Background: an optimization exercise with open tools, aiming at small area. Do not read the settings as production practice. No functional check of the RTL was part of any run shown here.

==> flow/run.sh <==
#!/bin/bash
# synth_recipe.tcl (not shown) runs the flow's synth.tcl, then flattens the netlist and writes it again
# the make line also repeats each setting of config.mk as NAME=value (left out here)
make -C /OpenROAD-flow-scripts/flow DESIGN_CONFIG=/design/flow/config.mk WORK_HOME=/design/flow/orfs CLKGATE_MAP_FILE= SYNTH_SCRIPT=/design/flow/synth_recipe.tcl finish
==> flow/config.mk <==
export PLATFORM = sky130hd
export DESIGN_NAME = lpc_synth
export DESIGN_NICKNAME = lpc_synth
export VERILOG_FILES = /design/flow/design.v
export SDC_FILE = /design/flow/constraint.sdc
export NUM_CORES = 4
export LEC_CHECK = 0
export CAP_MARGIN = 20
export CORE_MARGIN = 2
export CORE_UTILIZATION = 40
export SLEW_MARGIN = 20
==> flow/constraint.sdc <==
create_clock -name core_clock -period 12.0 [get_ports {clk}]
set_input_delay 2.4000 -clock core_clock [delete_from_list [all_inputs] [get_ports {clk}]]
set_output_delay 2.4000 -clock core_clock [all_outputs]
set_load 0.01 [all_outputs]
==> flow/design.v <==
module lpc_mul (
    input  [6:0]  win,        
    input         negm,       
    input  [9:0]  k,
    input  [12:0] pas,        
    input  [18:0] add,        
    output [18:0] sum
);
    function [18:0] row(input [2:0] w, input [9:0] kk, input ng, input integer off);
        reg one, two, neg;
        reg [10:0] kx, k2, r;
        begin
            neg = w[2] ^ ng;
            one = w[1] ^ w[0];
            two = (w[2] & ~w[1] & ~w[0]) | (~w[2] & w[1] & w[0]);
            kx  = {kk[9], kk};
            k2  = {kk, 1'b0};
            r   = (({11{one}} & kx) | ({11{two}} & k2)) ^ {11{neg}};
            r[10] = ~r[10];
            row = {8'd0, r} << off;
        end
    endfunction
    wire n0 = win[2] ^ negm, n1 = win[4] ^ negm, n2 = win[6] ^ negm;
    wire [18:0] r0 = row(win[2:0], k, negm, 3);
    wire [18:0] r1 = row(win[4:2], k, negm, 5);
    wire [18:0] r2 = row(win[6:4], k, negm, 7);
    wire [18:0] pa = {6'd0, ~pas[12], pas[11:0]};
    wire [18:0] misc = 19'h55000 | (n0 << 3) | (n1 << 5) | (n2 << 7);
    wire [18:0] s1 = r0 ^ r1 ^ r2;
    wire [18:0] c1 = ((r0 & r1) | (r0 & r2) | (r1 & r2)) << 1;
    wire [18:0] s2 = pa ^ add ^ misc;
    wire [18:0] c2 = ((pa & add) | (pa & misc) | (add & misc)) << 1;
    wire [18:0] s3 = s1 ^ c1 ^ s2;
    wire [18:0] c3 = ((s1 & c1) | (s1 & s2) | (c1 & s2)) << 1;
    wire [18:0] s4 = s3 ^ c3 ^ c2;
    wire [18:0] c4 = ((s3 & c3) | (s3 & c2) | (c3 & c2)) << 1;
    wire [19:0] cc;
    assign cc[0] = 1'b0;
    genvar i;
    generate for (i = 0; i < 19; i = i + 1) begin : rc
        assign sum[i]  = s4[i] ^ c4[i] ^ cc[i];
        assign cc[i+1] = (s4[i] & c4[i]) | (s4[i] & cc[i]) | (c4[i] & cc[i]);
    end endgenerate
endmodule
module lpc_excitation (
    input  wire       clk,
    input  wire       rst,
    input  wire       step,
    input  wire       unvoiced,
    input  wire [7:0] pitch,       
    output reg  [7:0] exc          
);
    localparam [12:0] LFSR_SEED = 13'h1FFF;
    localparam [7:0]  NOISE_AMP = 8'd64;
    localparam        CHIRP_LEN = 52;
    reg [12:0] lfsr;
    reg [7:0]  pitch_count;
    function [7:0] chirp;
        input [7:0] idx;
        begin
            case (idx)
                8'd0:  chirp = 8'h00;
                8'd1:  chirp = 8'h03;
                8'd2:  chirp = 8'h0F;
                8'd3:  chirp = 8'h28;
                8'd4:  chirp = 8'h4C;
                8'd5:  chirp = 8'h6C;
                8'd6:  chirp = 8'h71;
                8'd7:  chirp = 8'h50;
                8'd8:  chirp = 8'h25;
                8'd9:  chirp = 8'h26;
                8'd10: chirp = 8'h4C;
                8'd11: chirp = 8'h44;
                8'd12: chirp = 8'h1A;
                8'd13: chirp = 8'h32;
                8'd14: chirp = 8'h3B;
                8'd15: chirp = 8'h13;
                8'd16: chirp = 8'h37;
                8'd17: chirp = 8'h1A;
                8'd18: chirp = 8'h25;
                8'd19: chirp = 8'h1F;
                8'd20: chirp = 8'h1D;
                default: chirp = 8'h00;
            endcase
        end
    endfunction
    wire        fb        = lfsr[12] ^ lfsr[3] ^ lfsr[2] ^ lfsr[0];
    wire [12:0] lfsr_next = {lfsr[11:0], fb};
    wire [7:0]  pc_inc    = pitch_count + 8'd1;
    always @(*) begin
        if (unvoiced)
            exc = lfsr_next[0] ? (~NOISE_AMP + 8'd1) : NOISE_AMP;
        else if (pitch_count < CHIRP_LEN)
            exc = chirp(pitch_count);
        else
            exc = 8'd0;
    end
    always @(posedge clk) begin
        if (rst) begin
            lfsr        <= LFSR_SEED;
            pitch_count <= 8'd0;
        end else if (step) begin
            if (unvoiced) begin
                lfsr <= lfsr_next;
            end else begin
                if (pc_inc >= pitch)
                    pitch_count <= 8'd0;
                else
                    pitch_count <= pc_inc;
            end
        end
    end
endmodule
module lpc_synth (
    input  wire        clk,
    input  wire        rst,
    input  wire        in_valid,
    output wire        in_ready,
    input  wire        unvoiced,
    input  wire [7:0]  pitch,
    input  wire [9:0]  energy,
    input  wire [99:0] k,           
    output reg         out_valid,
    output reg  [9:0]  out_sample
);
    reg        busy;
    reg  [3:0] j;                   
    reg  [2:0] s;                   
    reg        zx;                  
    wire start  = !busy && (j == 4'd0) && in_valid;
    wire act    = busy || start;
    wire last   = busy && (j == 4'd9) && (s == 3'd6);
    wire accept = last && in_valid;
    assign in_ready = last;
    wire       isA = !s[2] && !(s[1] && s[0]);      
    wire       s3  = (s == 3'd3);
    wire [1:0] c   = s[2] ? s[1:0] : (s3 ? 2'd0 : s[1:0]);    
    always @(posedge clk) begin
        if (rst) begin
            busy <= 1'b0;
            j    <= 4'd0;
            s    <= 3'd0;
            zx   <= 1'b1;
        end else if (act) begin
            if (last) begin
                busy <= 1'b0;
                j    <= 4'd3;           
                s    <= 3'd0;
                zx   <= 1'b0;
            end else begin
                busy <= 1'b1;
                if (s == 3'd6) begin
                    s <= 3'd0;
                    j <= j + 4'd1;
                end else begin
                    s <= s + 3'd1;
                end
            end
        end else begin
            j <= (j == 4'd9) ? 4'd0 : j + 4'd1;
        end
    end
    reg  [9:0] prev_energy;
    wire [7:0] exc;
    lpc_excitation u_exc (
        .clk      (clk),
        .rst      (rst),
        .step     (accept),
        .unvoiced (unvoiced),
        .pitch    (pitch),
        .exc      (exc)
    );
    always @(posedge clk) begin
        if (rst)
            prev_energy <= 10'd0;
        else if (accept)
            prev_energy <= energy;
    end
    reg  [149:0] ring;              
    wire [14:0]  r0 = ring[14:0];
    wire [14:0]  r1 = ring[29:15];
    wire [14:0]  r2 = ring[44:30];
    wire [14:0]  r6 = ring[104:90];
    reg  signed [18:0] u;
    reg  [12:0] pa;
    reg  [9:0] kop;
    always @(*) begin
        case (j)
            4'd0:    kop = s[2] ? prev_energy : k[99:90];
            4'd1:    kop = k[89:80];
            4'd2:    kop = k[79:70];
            4'd3:    kop = k[69:60];
            4'd4:    kop = k[59:50];
            4'd5:    kop = k[49:40];
            4'd6:    kop = k[39:30];
            4'd7:    kop = k[29:20];
            4'd8:    kop = k[19:10];
            default: kop = k[9:0];
        endcase
    end
    reg  [6:0] win;
    reg  [14:0] m0, m1, m2;         
    always @(*) begin
        if (isA) begin
            m0 = zx ? 15'd0 : r0;
            m1 = zx ? 15'd0 : r1;
            m2 = zx ? 15'd0 : r2;
        end else if (j == 4'd0) begin
            m0 = {exc[7], exc, 6'd0};
            m1 = m0;
            m2 = m0;
        end else begin
            m0 = u[14:0];
            m1 = m0;
            m2 = m0;
        end
        case (c)
            2'd0:    win = s3 ? 7'd0 : {m0[5:0], 1'b0};
            2'd1:    win = m1[11:5];
            default: win = {{4{m2[14]}}, m2[13:11]};
        endcase
    end
    reg  [12:0] pas;
    reg  [18:0] opb;
    always @(*) begin
        if (c == 2'd0)
            pas = isA ? 13'h0FF8 : 13'd0;       
        else
            pas = pa;
        if (s3)
            opb = u;
        else if (c != 2'd2)
            opb = 19'd0;
        else if (isA)
            opb = (j == 4'd0) ? 19'd0 : u;
        else if (j == 4'd0)
            opb = u;
        else
            opb = zx ? 19'd0 : {4'd0, r6};
    end
    wire [18:0] sum;
    lpc_mul u_mul (
        .win  (win),
        .negm (isA),
        .k    (kop),
        .pas  (pas),
        .add  (opb),
        .sum  (sum)
    );
    always @(posedge clk) begin
        pa <= sum[18:6];
        if (act && (s == 3'd2 || (s == 3'd6 && j == 4'd0)))
            u <= sum;
    end
    always @(posedge clk) begin
        ring <= {ring[134:0], ring[149:135]};
        if (act && (s == 3'd6 || (s3 && j == 4'd9)))
            ring[119:105] <= sum[14:0];
    end
    always @(posedge clk) begin
        if (rst)
            out_valid <= 1'b0;
        else
            out_valid <= accept;
    end
    always @(*) begin
        if (!u[18] && u[17:11] != 7'd0)
            out_sample = 10'h1FF;
        else if (u[18] && u[17:11] != 7'h7F)
            out_sample = 10'h200;
        else
            out_sample = u[11:2];
    end
endmodule
==> metrics.md, run 1 <==
| Metric | Value |
|---|---|
| Post-DR vias/cell | `5.35` |
| Number of synthesized register bits | `230` |
| Distinct cells, synth | `88` |
| Final #Nets | `between 1,000 and 1,500` |
| Reg clk slew, reported paths | `70 ps` |
| Worst Skew | `21.7 ps` |
| Num Clock Sinks | `230` |
| Delay of the slowest cell on the worst path | `490 ps` |
| Initial Util | `0.409` |
| Initial antenna violation count | `0` |
| Largest net degree at the start of global routing | `33` |
| P&R area growth vs syn | `23.2%` |
| Final core occ | `0.504` |
| YS warnings | `3` |
| FP Rows | `60` |
| Dpl ws | `79.5 ps` |
| Final RePlAce weighted congestion | `0.863` |
| GRT overflow | `0` |
| CP Data Required Time | `12,280 ps` |
| First-pass GRT wire length | `around 46 mm` |
| Hold buffers post-CTS | `0` |
| WL/cell | `approximately 19 um` |
| Cell at the slowest stage of the critical path | `fa_1` |
| Synth Flop Type | `dfxtp_1` |
| DIE HEIGHT | `between 150 and 200 um` |
| EDFF count, synth | `19` |
| # Max-Cap Violations | `0` |
| Crit path kind | `in2reg` |
| Antenna cells | `0` |
| H-tree levels | `1` |
| Bufs on Longest Clock Path | `3` |
| CTS Root Cell | `clkbuf_16` |
| Total number of vias | `8,380` |
| Routed Antenna Nets | `0` |
| HPWL Detailed | `22.3 mm` |
| Fin area | `0.0136 sq mm` |
| Final Hold Fails | `0` |
| Worst setup EP type | `flip-flop` |
| Mapped Area | `0.0110 sq mm` |
| Setup TNS Final | `0 ps` |
| Final WS setup | `732 ps` |
| Syn avg cell area | `around 10 sq um` |
| Startpoint types | `input port` |
| I/O pin cnt | `134` |
| Fmax | `between 80 and 90 MHz` |
| Asr flop ratio synth | `0` |
| Min-Delay Path Class | `reg2reg` |
| Final setup vio count | `0` |
| WP data arrival | `roughly 12,000 ps` |
| DRC Markers | `0` |
| Total CTS buffers | `24` |
| Violation count after the first detailed-route iteration | `442` |
| Sequential share of the synthesized area | `0.434` |
| Post-CTS sizing | `0` |
| Tmin final | `between 10,000 and 15,000 ps` |
| Max-slew violations | `0` |
| Cells after Synth | `1,069` |
| RSZ-0062 raised after global routing | `no` |
| Core box area | `between 0.02 and 0.03 sq mm` |
| Share of cells above drive strength 1 | `0.0964` |
| CTS tree | `done` |
| Tcrit/Tclk final | `0.939` |
| Die Area | `0.0290 sq mm` |
| Vias in the first global route | `roughly 8,400` |
| Outcome | `complete, no violations` |
| Most frequent CP cell | `fa_1` |
| Total GRT Usage | `0.204` |
| Final WL | `29.5 mm` |
| Worst-Skew Late Latency | `530 ps` |
| Crit-path max FO | `7` |
| Port Buf Inserts | `roughly 130` |
| Slew headroom | `0.274` |
| Synth Net Count | `1,284` |
| Total setup buffers inserted after CTS | `0` |
| Worst-Margin Slew | `1090 ps` |
| # fillers | `2,436` |
| Die span in x | `170 um` |
| DR pass1 iterations | `5` |
| DP Area | `around 0.013 sq mm` |
[layout make-up]
type | count | area, sq um | share of cell area
Multi-Input combinational cell | 692 | 5680 | 0.417
Sequential cell | 230 | 4790 | 0.352
Timing Repair Buffer | 162 | 1550 | 0.114
Clock buffer | 35 | 693 | 0.0509
Tap cell | 341 | 427 | 0.0313
Inverter | 96 | 360 | 0.0265
Clock inverter | 9 | 105 | 0.00772
[stage by stage]
step,cells,hold slack [ps]
finish,1565,324
global route,1565,327
CTS,1565,323
detailed placement,1521,312
global placement,1520,310
floorplan,1069,310
[kinds of logic after synthesis]
logic type | Yosys count | share of synthesized area
and+or+nand+nor | 270 | 0.134
AOI/OAI and AO/OA | 248 | 0.166
DFF | 230 | 0.434
buffers and inverters | 147 | 0.0537
adders and majority gates | 94 | 0.139
xor gates and xnor gates | 52 | 0.0459
muxes | 28 | 0.0274
[path summary, 6_finish.rpt]
| kind | depth (start not counted) | startpoint | slack, ps | endpoint |
|---|---|---|---|---|
| max | 36 | unvoiced | 730 | u[18]$_DFFE_PP_ |
| min | 0 | ring[34]$_DFF_P_ | 320 | ring[49]$_DFF_P_ |
| min reg2reg | 0 | ring[34]$_DFF_P_ | 320 | ring[49]$_DFF_P_ |
| max reg2reg | 36 | s[2]$_SDFFE_PP0N_ | 1510 | u[18]$_DFFE_PP_ |
[cells in the final DEF (no fill, tap or decap), types with 13 or more instances in the layout]
cell / synthesis / layout
clkdlybuf4s50_1: 0 / 133
inv_1: 95 / 95
nand3_1: 51 / 51
a21oi_1: 41 / 40
mux2_2: 15 / 15
edfxtp_1: 19 / 19
a22oi_1: 29 / 29
xnor2_1: 42 / 42
fa_1: 48 / 48
o21ai_0: 28 / 28
nand2_1: 82 / 82
dfxtp_1: 211 / 211
nor2_1: 36 / 36
ha_1: 45 / 45
buf_4: 0 / 28
a22o_1: 17 / 17
o21a_1: 13 / 13
o22ai_1: 27 / 27
clkbuf_16: 0 / 25
[critical path, delay by kind of cell]
| family | cells | cell delay (ps) |
|---|---|---|
| AND/OR/NAND/NOR | 4 | 900 |
| buffers and inverters | 9 | 1000 |
| XOR/XNOR | 4 | 650 |
| adder cells (fa/ha/maj) | 18 | 6390 |
| AO/OA/AOI/OAI | 1 | 190 |
[per-layer routing]
layer | global-route usage | up-vias | share of wire
met3 | 0.0351 | 53 | 0.063
met4 | 0.0728 | 0 | 0.030
met5 | 0 | - | 0
met1 | 0.277 | 3988 | 0.46
li1 | - | 4060 | -
met2 | 0.330 | 279 | 0.44
[flip-flops by register name, summed over array words and instances (netlist names), 3 cells and up, named ones only]
signal and flops:
j 4, u 19, u_exc.pitch_count 8, ring 150, s 3, prev_energy 10
pa 13, u_exc.lfsr 13
[Yosys cell counts (all sizes together), types with 6 or more instances]
master   number  area share
a21o          9      0.0061
a21oi        42       0.020
a221oi       12       0.011
a22o         17       0.013
a22oi        30       0.022
a31oi         8      0.0045
and2         13      0.0076
and3         11      0.0062
buf          24       0.012
clkbuf       27      0.0092
dfxtp       211        0.38
edfxtp       19       0.052
fa           48       0.087
ha           45       0.051
inv          96       0.033
mux2         15       0.015
mux2i        13       0.012
nand2        84       0.029
nand2b        7      0.0053
nand3        51       0.023
nand4         7      0.0040
nor2         40       0.016
nor2b        10      0.0057
nor3         10      0.0045
nor3b         7      0.0070
o211ai        9      0.0061
o21a         13      0.0088
o21ai        30       0.014
o22ai        27       0.015
o2bb2ai       6      0.0048
xnor2        44       0.038
xor2          7      0.0055
==> run 2: changes to the inputs <==
--- a/flow/config.mk
+++ b/flow/config.mk
@@ -6,6 +6,8 @@
 export NUM_CORES = 4
 export LEC_CHECK = 0
+export ABC_AREA = 1
 export CAP_MARGIN = 20
 export CORE_MARGIN = 2
-export CORE_UTILIZATION = 40
+export CORE_UTILIZATION = 60
+export CTS_BUF_LIST = sky130_fd_sc_hd__clkbuf_4
 export SLEW_MARGIN = 20
==> run 2 against run 1 <==
Against the previous run: still clean on timing, DRC and antenna; critical path depth rose by 4; routed wire length fell by 5.1%; sequential share of layout area rose by 0.65 points; hold slack got worse by 7.5 ps; via count rose by 13%; clock-buffer cell count rose by 48.
==> metrics.md, run 2 <==
| Metric | Value |
|---|---|
| Hold buffers post-CTS | `0 (unchanged)` |
| Die span in x | `140 um (-18%)` |
| Top Registers | `ring (150), u (19)` |
| Final Hold Fails | `0 (unchanged)` |
| Worst-Skew Late Latency | `700 ps (+170 ps)` |
| Distinct cells, synth | `48 (-45%)` |
| Slew headroom | `0.372 (+0.0979)` |
| Count leader, synth | `nand2_1` |
| Most frequent CP cell | `fa_1` |
| Antenna cells | `0 (unchanged)` |
| HPWL Detailed | `21.2 mm (-5.1%)` |
| Final setup vio count | `0 (unchanged)` |
| DIE HEIGHT | `140 um (-18%)` |
| First-pass GRT wire length | `45.3 mm (-2.1%)` |
| Area occupied by multi-input gates | `0.00543 sq mm (-4.6%)` |
| Share of cells above drive strength 1 | `0.105 (+0.00899)` |
| Largest net degree at the start of global routing | `30 (-9.1%)` |
| CTS tree | `done` |
| Reg2reg start | `s[2]$_SDFFE_PP0N_` |
| GRT overflow | `0 (unchanged)` |
| Biggest register | `ring` |
| P&R area growth vs syn | `21.3%` |
| DRC Markers | `0 (unchanged)` |
| Sequential share of the synthesized area | `0.435 (+0.000936)` |
| Tmin final | `10,960 ps (-311 ps)` |
| Register area | `0.00479 sq mm (unchanged)` |
| # Max-Cap Violations | `0 (unchanged)` |
| R2r endpoint | `u[18]$_DFFE_PP_` |
| Cell at the slowest stage of the critical path | `fa_1` |
| Total number of vias | `9,462 (+13%)` |
| Number of synthesized register bits | `230 (unchanged)` |
| Commonest cells in the synthesized netlist | `nand2_1 (402), dfxtp_1 (211), inv_1 (158), nand3_1 (118), nor2_1 (85)` |
| RSZ-0062 raised after global routing | `no` |
| Routed Antenna Nets | `0 (unchanged)` |
| Port Buf Inserts | `133 (unchanged)` |
| YS warnings | `3 (unchanged)` |
| Fmax | `91.3 MHz (+2.8%)` |
| Final #Nets | `1,742 (+23%)` |
| WP buf/inv | `13 (+4)` |
| Most frequent cells in the layout | `nand2_1 (402), dfxtp_1 (211), inv_1 (158), clkdlybuf4s50_1 (133), nand3_1 (118)` |
| Total setup buffers inserted after CTS | `0 (unchanged)` |
| Max-slew violations | `0 (unchanged)` |
| Mapped Area | `0.0110 sq mm (-0.22%)` |
| Vias in the first global route | `9,376 (+12%)` |
| Total GRT Usage | `0.289 (+0.0848)` |
| Delay of the slowest cell on the worst path | `480 ps (about the same)` |
| Worst setup EP type | `flip-flop` |
| WP data arrival | `11,380 ps (-160 ps)` |
| CP top delay family | `adder cells` |
| Ranking of synthesized cells by area | `dfxtp_1 (38%), nand2_1 (14%), fa_1 (8.7%)` |
| I/O pin cnt | `134 (unchanged)` |
| Hold path endpoint | `ring[95]$_DFF_P_` |
| Crit path kind | `in2reg` |
| H-tree levels | `2 (+1)` |
| Core box area | `0.0180 sq mm (-33%)` |
| Initial Util | `0.612 (+0.203)` |
| Die Area | `0.0195 sq mm (-33%)` |
| Cell total after placement | `1,698 (+12%)` |
| Min-Delay Path Class | `reg2reg` |
| Final RePlAce weighted congestion | `0.917 (+6.3%)` |
| Post-DR vias/cell | `5.25 (-2.0%)` |
| Post-CTS sizing | `0 (unchanged)` |
| Hold depth | `0 (unchanged)` |
| Startpoint types | `input port` |
| Synth Flop Type | `dfxtp_1` |
| EDFF count, synth | `19 (unchanged)` |
| # fillers | `1,412 (-42%)` |
| Worst hold start | `ring[80]$_DFF_P_` |
| CP Data Required Time | `12,430 ps (+150 ps)` |
| Worst R2R Path Depth | `37 (+2.8%)` |
| FP Rows | `49 (-18%)` |
| Largest register FFs | `150 (unchanged)` |
| Synth Net Count | `1,570 (+22%)` |
| Reg clk slew, reported paths | `70 ps (about the same)` |
| Num Clock Sinks | `230 (unchanged)` |
| DR pass1 iterations | `7 (+2)` |
| Worst Skew | `53.3 ps (+31.6 ps)` |
| Final WL | `28.0 mm (-5.1%)` |
| Outcome | `complete, no violations` |
| Cells after Synth | `1,355 (+27%)` |
| Non-Filler Instances | `1,804 (+15%)` |
| CTS Root Cell | `clkbuf_4` |
| Most area-hungry cell type in the Yosys netlist | `dfxtp_1` |
| Total CTS buffers | `56 (+130%)` |
| Tcrit/Tclk final | `0.913 (-0.0259)` |
| Commonest non-fill, non-tap cell in the layout | `nand2_1` |
| Top cell type's share of synthesized area | `0.383 (+0.000824)` |
| Bufs on Longest Clock Path | `3 (unchanged)` |
| Syn avg cell area | `8.14 sq um (-21%)` |
| Setup TNS Final | `0 ps (unchanged)` |
| WL/cell | `15.5 um (-18%)` |
| Violation count after the first detailed-route iteration | `462 (+4.5%)` |
| Initial antenna violation count | `0 (unchanged)` |
| Reg-to-reg slack, setup | `1560 ps (+50 ps)` |
| Crit-path max FO | `5 (-2)` |
| Asr flop ratio synth | `0 (unchanged)` |
| Worst-Margin Slew | `939 ps (-149 ps)` |
run 2: kinds of logic (layout without fill, tap and decap cells):
kind of cell / after synthesis / after routing / share of synthesized area
AO/OA/AOI/OAI: 136 / 136 / 0.0724
AND/OR/NAND/NOR: 667 / 667 / 0.258
buffers and inverters: 205 / 425 / 0.0731
flip-flops: 230 / 230 / 0.435
XOR/XNOR: 14 / 14 / 0.0132
adder cells (fa/ha/maj): 93 / 93 / 0.138
multiplexers: 10 / 10 / 0.0102
run 2: cell type report:
cell class,count,area share
clock inverters,23,0.0125
repair buffers,145,0.106
inverters,174,0.0488
flip-flops and latches,230,0.359
clock buffers,83,0.0466
well taps,229,0.0214
multi-input cells,920,0.406
run 2: metrics by stage:
step                      cell area [sq um]  utilization  worst slack, ps  hold slack (ps)
after floorplan                       11000            -             1010              310
after global placement                12600        0.698              494              310
after detailed placement              12600        0.698              362              312
after CTS                             13400        0.742             1070              307
after global routing                  13400        0.742              430              316
final                                 13400        0.742             1040              316
run 2: worst reg2reg max path: cells and delay by family, from the launching register on:
family | cells | cell delay, ps
compound gates | 1 | 170
xor+xnor | 3 | 450
fa+ha+maj | 18 | 6670
buf+inv | 12 | 1810
flops | 1 | 620
simple gates | 3 | 500
run 2: worst max-delay path by stage:
stage             start  depth (start not counted)         endpoint  slack (ps)
2_1_floorplan  unvoiced                         40  u[18]$_DFFE_PP_        1010
3_3_place_gp   unvoiced                         40  u[18]$_DFFE_PP_         490
3_5_place_dp   unvoiced                         40  u[18]$_DFFE_PP_         360
4_1_cts        unvoiced                         40  u[18]$_DFFE_PP_        1070
5_1_grt        unvoiced                         40  u[18]$_DFFE_PP_         430
6_report       unvoiced                         40  u[18]$_DFFE_PP_        1040
run 2: layer usage:
layer / share of wire / GRT usage
met5: 0 / 0
met4: 0.035 / 0.111
met3: 0.075 / 0.0585
met2: 0.47 / 0.488
met1: 0.42 / 0.368

-- afterwards: timing with drivers on the ports --
No port has a modelled driver above. Below, the same layouts with a new extraction and two added sets of constraints. Step 1 (the two cells are an assumption about what drives the block):
set clk [get_ports {clk}]
set_driving_cell -lib_cell sky130_fd_sc_hd__clkbuf_16 $clk
set_driving_cell -lib_cell sky130_fd_sc_hd__buf_2 [delete_from_list [all_inputs] $clk]
Step 2 adds t to the input delays and takes it off the output delays; t is the mean of the earliest and latest rising clock arrival at the registers after step 1. Input paths then give back, and output paths get back, about the clock's delay inside the block. Slacks: ideal ports / drivers / drivers and shift; pairs: ideal ports / drivers.
run	t (ns)	setup slack, ns	slew at the worst register clock pin (ns)
run 1	0.564	0.732 / 0.756 / 0.193	0.07 / 0.07
run 2	0.701	1.043 / 1.031 / 0.330	0.08 / 0.08
After both steps setup and hold are still met in every run listed. The setup slack of run 2, which loses most, moves by -0.012 ns with the drivers and by -0.713 ns with both steps.
